What follows belongs to an exercise in optimizing a design on an open flow for small area, a short achievable clock period and few clock cycles per item; a production flow would make more cautious choices.
Function was checked by simulation only, so behaviour that the tests miss may differ from the original.

==> flow/design.v <==
module line_codec (
    input  wire        clk,
    input  wire        rst,           
    input  wire        cmd_valid,
    output wire        cmd_ready,
    input  wire [15:0] cmd,
    input  wire [7:0]  len,
    input  wire [63:0] line_in,
    input  wire [63:0] data_in,       
    output reg         done,
    output reg  [15:0] rsp,
    output reg  [63:0] line_q,
    output reg  [63:0] data_q,
    output reg  [14:0] crc_q,
    output reg  [7:0]  enstat_q
);
    function [14:0] crc15m;
        input [48:0] msg;
        begin
            crc15m[0] = ^(msg & 49'h12862283a5edf);
            crc15m[1] = ^(msg & 49'h050c45074bdbe);
            crc15m[2] = ^(msg & 49'h0a188a0e97b7c);
            crc15m[3] = ^(msg & 49'h06b7369e8a827);
            crc15m[4] = ^(msg & 49'h1fe84fbeb0e91);
            crc15m[5] = ^(msg & 49'h1fd09f7d61d22);
            crc15m[6] = ^(msg & 49'h1fa13efac3a44);
            crc15m[7] = ^(msg & 49'h0dc45f7622a57);
            crc15m[8] = ^(msg & 49'h090e9c6fe0a71);
            crc15m[9] = ^(msg & 49'h121d38dfc14e2);
            crc15m[10] = ^(msg & 49'h16bc533c2771b);
            crc15m[11] = ^(msg & 49'h0d78a6784ee36);
            crc15m[12] = ^(msg & 49'h1af14cf09dc6c);
            crc15m[13] = ^(msg & 49'h15e299e13b8d8);
            crc15m[14] = ^(msg & 49'h19431141d2f6f);
        end
    endfunction
    wire [3:0] op  = cmd[3:0];
    wire [1:0] fmt = cmd[5:4];
    wire       lb  = cmd[6];
    wire       rsv_ok = (cmd[15:7] == 9'd0);
    wire is_crc  = rsv_ok && (op == 4'h1);
    wire is_dec  = rsv_ok && (op == 4'h2);
    wire is_enc  = rsv_ok && (op == 4'h3);
    wire is_chk  = rsv_ok && (op == 4'h4);
    wire bad_format = (is_dec && (fmt == 2'd3)) ||
                      (is_enc && ((fmt == 2'd3) || (fmt == 2'd0)));
    wire len_gt8 = (len[7:4] != 4'd0) || (len[3] && (len[2:0] != 3'd0));
    wire len_gt6 = (len[7:3] != 5'd0) || (len[2:0] == 3'd7);
    wire bad_length = is_enc && ((fmt == 2'd1) ? (!lb && len_gt8)
                                               : ((fmt == 2'd2) && len_gt6));
    wire ok_crc  = is_crc && (fmt == 2'd0) && !lb;
    wire ok_dec  = is_dec && (fmt != 2'd3) && !lb;
    wire ok_enc  = is_enc && (fmt[1] ^ fmt[0]) && !(fmt[0] && lb) && !bad_length;
    wire ok_chk  = is_chk && (fmt == 2'd0) && !lb;
    wire ok_any  = ok_crc || ok_dec || ok_enc || ok_chk;
    wire [7:0] keep;
    genvar k;
    generate
        for (k = 0; k < 8; k = k + 1) begin : g_keep
            assign keep[k] = len[3] || (len[2:0] > k);
        end
    endgenerate
    wire [63:0] data_m;
    generate
        for (k = 0; k < 8; k = k + 1) begin : g_mask
            assign data_m[8*k +: 8] = data_in[8*k +: 8] & {8{keep[k]}};
        end
    endgenerate
    wire        crc_sel_enc = cmd[1] && cmd[0];
    wire [48:0] crc_msg = crc_sel_enc ? {lb, data_m[47:0]}
                                      : {line_in[63], line_in[47:0]};
    wire [14:0] crc_v = crc15m(crc_msg);
    wire line_ones = &line_in;
    wire crc_ok    = (line_in[62:48] == crc_v);
    wire mismatch  = ok_dec && fmt[1] && !line_ones && !crc_ok;
    wire [2:0] en_count = (data_in[15:0]  == 16'hA5A5) +
                          (data_in[31:16] == 16'h5A5A) +
                          (data_in[47:32] == 16'hA5A5) +
                          (data_in[63:48] == 16'h5A5A);
    wire bad_param = !ok_any;
    wire bad_opc   = bad_param && !bad_format && !bad_length;
    assign cmd_ready = 1'b1;
    wire accept = cmd_valid;
    always @(posedge clk) begin
        if (rst) begin
            done     <= 1'b0;
            rsp      <= 16'd0;
            line_q   <= 64'd0;
            data_q   <= 64'd0;
            crc_q    <= 15'd0;
            enstat_q <= 8'd0;
        end else begin
            done <= accept;
            if (accept) begin
                rsp <= {8'd0,
                        ok_dec && !mismatch && line_in[63],        
                        ok_dec && fmt[1] && line_ones,             
                        mismatch, 1'b0,                            
                        bad_format || bad_length,                  
                        bad_opc || bad_length,                     
                        mismatch,                                  
                        bad_param};                                
                if (ok_crc)
                    crc_q <= crc_v;
                if (ok_dec && !mismatch)
                    data_q[47:0] <= (fmt == 2'd0) ? line_in[62:15] : line_in[47:0];
                if (ok_dec && fmt[0])
                    data_q[63:48] <= line_in[63:48];
                if (ok_enc) begin
                    line_q[47:0]  <= data_m[47:0];
                    line_q[63:48] <= fmt[0] ? data_m[63:48] : {lb, crc_v};
                end
                if (ok_chk)
                    enstat_q <= {4'd0, (en_count != 3'd0), en_count};
            end
        end
    end
endmodule
Settings: LEC_CHECK=0, CAP_MARGIN=20, CORE_MARGIN=2, CORE_UTILIZATION=40, SLEW_MARGIN=20; clock period 9.0 ns.
run.sh (not shown) runs the stock make flow with config.mk's settings and CLKGATE_MAP_FILE= SYNTH_SCRIPT=/design/flow/synth_recipe.tcl, a recipe that flattens the netlist after the stock synthesis.
Testbench counts at the start, summed over its fixed seeds: cycles 4,800, items 4,800.
Rerun with:
--- a/flow/design.v
+++ b/flow/design.v
@@ -15,22 +15,19 @@
     output reg  [7:0]  enstat_q
 );
+    localparam [14:0] CRC_POLY = 15'h4599;
     function [14:0] crc15m;
         input [48:0] msg;
+        reg   [14:0] c;
+        reg          fb;
+        integer      i;
         begin
-            crc15m[0] = ^(msg & 49'h12862283a5edf);
-            crc15m[1] = ^(msg & 49'h050c45074bdbe);
-            crc15m[2] = ^(msg & 49'h0a188a0e97b7c);
-            crc15m[3] = ^(msg & 49'h06b7369e8a827);
-            crc15m[4] = ^(msg & 49'h1fe84fbeb0e91);
-            crc15m[5] = ^(msg & 49'h1fd09f7d61d22);
-            crc15m[6] = ^(msg & 49'h1fa13efac3a44);
-            crc15m[7] = ^(msg & 49'h0dc45f7622a57);
-            crc15m[8] = ^(msg & 49'h090e9c6fe0a71);
-            crc15m[9] = ^(msg & 49'h121d38dfc14e2);
-            crc15m[10] = ^(msg & 49'h16bc533c2771b);
-            crc15m[11] = ^(msg & 49'h0d78a6784ee36);
-            crc15m[12] = ^(msg & 49'h1af14cf09dc6c);
-            crc15m[13] = ^(msg & 49'h15e299e13b8d8);
-            crc15m[14] = ^(msg & 49'h19431141d2f6f);
+            c = 15'd0;
+            for (i = 48; i >= 0; i = i - 1) begin
+                fb = msg[i] ^ c[14];
+                c  = {c[13:0], 1'b0};
+                if (fb)
+                    c = c ^ CRC_POLY;
+            end
+            crc15m = c;
         end
     endfunction
=>
- critical path depth came out higher by 11
- synthesized area drops by 3.0%
- hold slack got worse by 0.0049 ns
- cell area goes up by 4.7%
- sequential share of layout area goes down by 0.84 points
- first-iteration DRC count came out lower by 23%
- routed wire length went down by 5.3%
- synthesized cell count decreases by 14%
Testbench counts after the change, summed over its fixed seeds: cycles 4,800, items 4,800.


line_codec, a different RTL version from the one above (not shown whole).
Size: about 1200 cells after synthesis, roughly 320 I/O pins, ~11000 µm² of cells after synthesis.
==> module line_codec, before the edit <==
module line_codec (
    input  wire        clk,
    input  wire        rst,           
    input  wire        cmd_valid,
    output wire        cmd_ready,
    input  wire [15:0] cmd,
    input  wire [7:0]  len,
    input  wire [63:0] line_in,
    input  wire [63:0] data_in,       
    output reg         done,
    output wire [15:0] rsp,
    output reg  [63:0] line_q,
    output reg  [63:0] data_q,
    output reg  [14:0] crc_q,
    output wire [7:0]  enstat_q
);
    function [14:0] crc15m;
        input [48:0] msg;
        begin
            crc15m[0] = ^(msg & 49'h12862283a5edf);
            crc15m[1] = ^(msg & 49'h050c45074bdbe);
            crc15m[2] = ^(msg & 49'h0a188a0e97b7c);
            crc15m[3] = ^(msg & 49'h06b7369e8a827);
            crc15m[4] = ^(msg & 49'h1fe84fbeb0e91);
            crc15m[5] = ^(msg & 49'h1fd09f7d61d22);
            crc15m[6] = ^(msg & 49'h1fa13efac3a44);
            crc15m[7] = ^(msg & 49'h0dc45f7622a57);
            crc15m[8] = ^(msg & 49'h090e9c6fe0a71);
            crc15m[9] = ^(msg & 49'h121d38dfc14e2);
            crc15m[10] = ^(msg & 49'h16bc533c2771b);
            crc15m[11] = ^(msg & 49'h0d78a6784ee36);
            crc15m[12] = ^(msg & 49'h1af14cf09dc6c);
            crc15m[13] = ^(msg & 49'h15e299e13b8d8);
            crc15m[14] = ^(msg & 49'h19431141d2f6f);
        end
    endfunction
    wire [3:0] op  = cmd[3:0];
    wire [1:0] fmt = cmd[5:4];
    wire       lb  = cmd[6];
    wire       rsv_ok = (cmd[15:7] == 9'd0);
    wire is_crc  = rsv_ok && (op == 4'h1);
    wire is_dec  = rsv_ok && (op == 4'h2);
    wire is_enc  = rsv_ok && (op == 4'h3);
    wire is_chk  = rsv_ok && (op == 4'h4);
    wire bad_format = (is_dec && (fmt == 2'd3)) ||
                      (is_enc && ((fmt == 2'd3) || (fmt == 2'd0)));
    wire len_gt8 = (len[7:4] != 4'd0) || (len[3] && (len[2:0] != 3'd0));
    wire len_gt6 = (len[7:3] != 5'd0) || (len[2:0] == 3'd7);
    wire bad_length = is_enc && ((fmt == 2'd1) ? (!lb && len_gt8)
                                               : ((fmt == 2'd2) && len_gt6));
    wire ok_crc  = is_crc && (fmt == 2'd0) && !lb;
    wire ok_dec  = is_dec && (fmt != 2'd3) && !lb;
    wire ok_enc  = is_enc && (fmt[1] ^ fmt[0]) && !(fmt[0] && lb) && !bad_length;
    wire ok_chk  = is_chk && (fmt == 2'd0) && !lb;
    wire bad_param = !(ok_crc || ok_dec || ok_enc || ok_chk);
    wire bad_opc   = bad_param && !bad_format && !bad_length;
    wire sel_d  = cmd[2] || (cmd[1] && cmd[0]);             
    wire sel_u  = !cmd[0] && !cmd[2] && (fmt == 2'd0);      
    wire sel_lh = !sel_d;                                   
    wire sel_ll = !sel_d && !sel_u;                         
    wire sel_lb = sel_d && fmt[1];                          
    wire [7:0] sel_dk;
    genvar k;
    generate
        for (k = 0; k < 8; k = k + 1) begin : g_keep
            assign sel_dk[k] = sel_d && (cmd[2] || len[3] || (len[2:0] > k));
        end
    endgenerate
    wire [63:0] opnd_d;
    generate
        for (k = 0; k < 6; k = k + 1) begin : g_lo
            assign opnd_d[8*k +: 8] = (line_in[8*k +: 8]      & {8{sel_ll}})
                                    | (line_in[8*k + 15 +: 8] & {8{sel_u}})
                                    | (data_in[8*k +: 8]      & {8{sel_dk[k]}});
        end
    endgenerate
    assign opnd_d[62:48] = (line_in[62:48] & {15{sel_lh}})
                         | (data_in[62:48] & {{7{sel_dk[7]}}, {8{sel_dk[6]}}});
    assign opnd_d[63]    = (line_in[63] & sel_lh) | (data_in[63] & sel_dk[7])
                         | (lb & sel_lb);
    reg  [63:0] opnd;
    reg         a_v;                        
    reg         a_crc, a_dec, a_ddes, a_draw, a_enc, a_edes, a_chk;
    reg         a_bp, a_c1, a_c0;           
    reg         a_ones;                     
    reg  [2:0]  a_cnt;                      
    wire [2:0] en_count = (data_in[15:0]  == 16'hA5A5) +
                          (data_in[31:16] == 16'h5A5A) +
                          (data_in[47:32] == 16'hA5A5) +
                          (data_in[63:48] == 16'h5A5A);
    always @(posedge clk) begin
        a_v    <= cmd_valid && !rst;
        opnd   <= opnd_d;
        a_crc  <= ok_crc;
        a_dec  <= ok_dec;
        a_ddes <= ok_dec && (fmt == 2'd2);
        a_draw <= ok_dec && (fmt == 2'd1);
        a_enc  <= ok_enc;
        a_edes <= ok_enc && fmt[1];
        a_chk  <= ok_chk;
        a_bp   <= bad_param;
        a_c1   <= bad_format || bad_length;
        a_c0   <= bad_opc || bad_length;
        a_ones <= &line_in;
        a_cnt  <= en_count;
    end
    wire [14:0] crc_v = crc15m({opnd[63], opnd[47:0]});
    wire        ones  = a_ones;
    wire        crc_ok = (opnd[62:48] == crc_v);
    wire        mm    = a_ddes && !ones && !crc_ok;
    assign cmd_ready = 1'b1;
    reg [5:0] rsp_r;                        
    reg [3:0] enstat_r;
    assign rsp      = {8'd0, rsp_r[5:4], rsp_r[3], 1'b0, rsp_r[2:1], rsp_r[3], rsp_r[0]};
    assign enstat_q = {4'd0, enstat_r};
    always @(posedge clk) begin
        if (rst) begin
            done     <= 1'b0;
            rsp_r    <= 6'd0;
            line_q   <= 64'd0;
            data_q   <= 64'd0;
            crc_q    <= 15'd0;
            enstat_r <= 4'd0;
        end else begin
            done <= a_v;
            if (a_v) begin
                rsp_r <= {a_dec && !mm && opnd[63],               
                          a_ddes && ones,                           
                          mm,                                       
                          a_c1, a_c0,                               
                          a_bp};                                    
                if (a_crc)
                    crc_q <= crc_v;
                if (a_dec && !mm)
                    data_q[47:0] <= opnd[47:0];
                if (a_draw)
                    data_q[63:48] <= opnd[63:48];
                if (a_enc)
                    line_q <= {opnd[63], a_edes ? crc_v : opnd[62:48], opnd[47:0]};
                if (a_chk)
                    enstat_r <= {(a_cnt != 3'd0), a_cnt};
            end
        end
    end
endmodule
export LEC_CHECK = 0
export ABC_CLOCK_PERIOD_IN_PS = 3000
export CAP_MARGIN = 20
export CORE_MARGIN = 2
export CORE_UTILIZATION = 55
export SETUP_SLACK_MARGIN = 5
export SLEW_MARGIN = 20
create_clock -name core_clock -period 9.0 [get_ports {clk}]
standard.sh (not shown) runs the stock make flow with config.mk's settings and CLKGATE_MAP_FILE= SYNTH_SCRIPT=/design/flow/synth_recipe.tcl, a recipe that flattens the netlist after the stock synthesis.
==> flow/flow/run.sh <==
#!/bin/bash
# Standard ORFS layout, with the port buffers made from the smallest buffer
# cell instead of the flow's default pick (repair may still upsize them).
set -euo pipefail
bash standard.sh BUFFER_PORTS_ARGS="-buffer_cell sky130_fd_sc_hd__buf_1" finish > standard.log 2>&1
Testbench counts at the start, summed over its fixed seeds: cycles 4,808, items 4,800.
Rerun with:
--- a/flow/design.v
+++ b/flow/design.v
@@ -81,14 +81,8 @@
     reg  [63:0] opnd;
     reg         a_v;                        
     reg         a_crc, a_dec, a_ddes, a_draw, a_enc, a_edes, a_chk;
     reg         a_bp, a_c1, a_c0;           
-    reg         a_ones;                     
-    reg  [2:0]  a_cnt;                      
-    wire [2:0] en_count = (data_in[15:0]  == 16'hA5A5) +
-                          (data_in[31:16] == 16'h5A5A) +
-                          (data_in[47:32] == 16'hA5A5) +
-                          (data_in[63:48] == 16'h5A5A);
     always @(posedge clk) begin
         a_v    <= cmd_valid && !rst;
         opnd   <= opnd_d;
         a_crc  <= ok_crc;
@@ -100,15 +94,17 @@
         a_chk  <= ok_chk;
         a_bp   <= bad_param;
         a_c1   <= bad_format || bad_length;
         a_c0   <= bad_opc || bad_length;
-        a_ones <= &line_in;
-        a_cnt  <= en_count;
     end
     wire [14:0] crc_v = crc15m({opnd[63], opnd[47:0]});
-    wire        ones  = a_ones;
+    wire        ones  = &opnd;
     wire        crc_ok = (opnd[62:48] == crc_v);
     wire        mm    = a_ddes && !ones && !crc_ok;
+    wire [2:0] en_count = (opnd[15:0]  == 16'hA5A5) +
+                          (opnd[31:16] == 16'h5A5A) +
+                          (opnd[47:32] == 16'hA5A5) +
+                          (opnd[63:48] == 16'h5A5A);
     assign cmd_ready = 1'b1;
     reg [5:0] rsp_r;                        
     reg [3:0] enstat_r;
     assign rsp      = {8'd0, rsp_r[5:4], rsp_r[3], 1'b0, rsp_r[2:1], rsp_r[3], rsp_r[0]};
@@ -137,9 +133,9 @@
                     data_q[63:48] <= opnd[63:48];
                 if (a_enc)
                     line_q <= {opnd[63], a_edes ? crc_v : opnd[62:48], opnd[47:0]};
                 if (a_chk)
-                    enstat_r <= {(a_cnt != 3'd0), a_cnt};
+                    enstat_r <= {(en_count != 3'd0), en_count};
             end
         end
     end
 endmodule
The new run completed with no timing, DRC or antenna violations. Hold slack gains 4.5 ps. Fmax decreases by 1.1%. Routed wire length grows by 2.0%. Worst setup slack loses 44 ps. Non-clock buffer count stays the same. Clock skew hardly moves. Count of clock-buffer cells in the layout is lower by 3. Synthesized area barely changes. Global-route usage climbs by 0.83 points. Die area barely changes. Final area barely changes.
Testbench counts after the change, summed over its fixed seeds: cycles 4,808, items 4,800.

-- separate check: timing with driven ports --
How much do the figures lean on ideal ports? The routed layouts below were timed once more, with nothing changed but the port constraints. Step 1, drivers: a clkbuf_16 drives clk and a buf_2 each remaining input, both assumed. Step 2 times the ports against the registers' clock, not the clock port: input delays grow and output delays shrink by t, the midpoint of the rising clock arrivals with the driver on. a / b / c = ideal / step 1 / step 2; a / b = the first two.
run	t, ns	setup WS [ns]	worst data-port slew with drivers (ns)
the first run of note 1	0.506	1.998 / 2.022 / 1.516	0.05
the second run of note 1	0.497	0.372 / 0.390 / -0.107	0.10
the first run of note 2	0.557	5.116 / 5.116 / 5.116	0.09
the second run of note 2	0.563	5.072 / 5.072 / 5.072	0.07
Met with ideal ports but missed after step 2: setup timing in the second run of note 1. The setup slack of the first run of note 1, which loses most, moves by +0.024 ns with the drivers and by -0.482 ns with both steps.
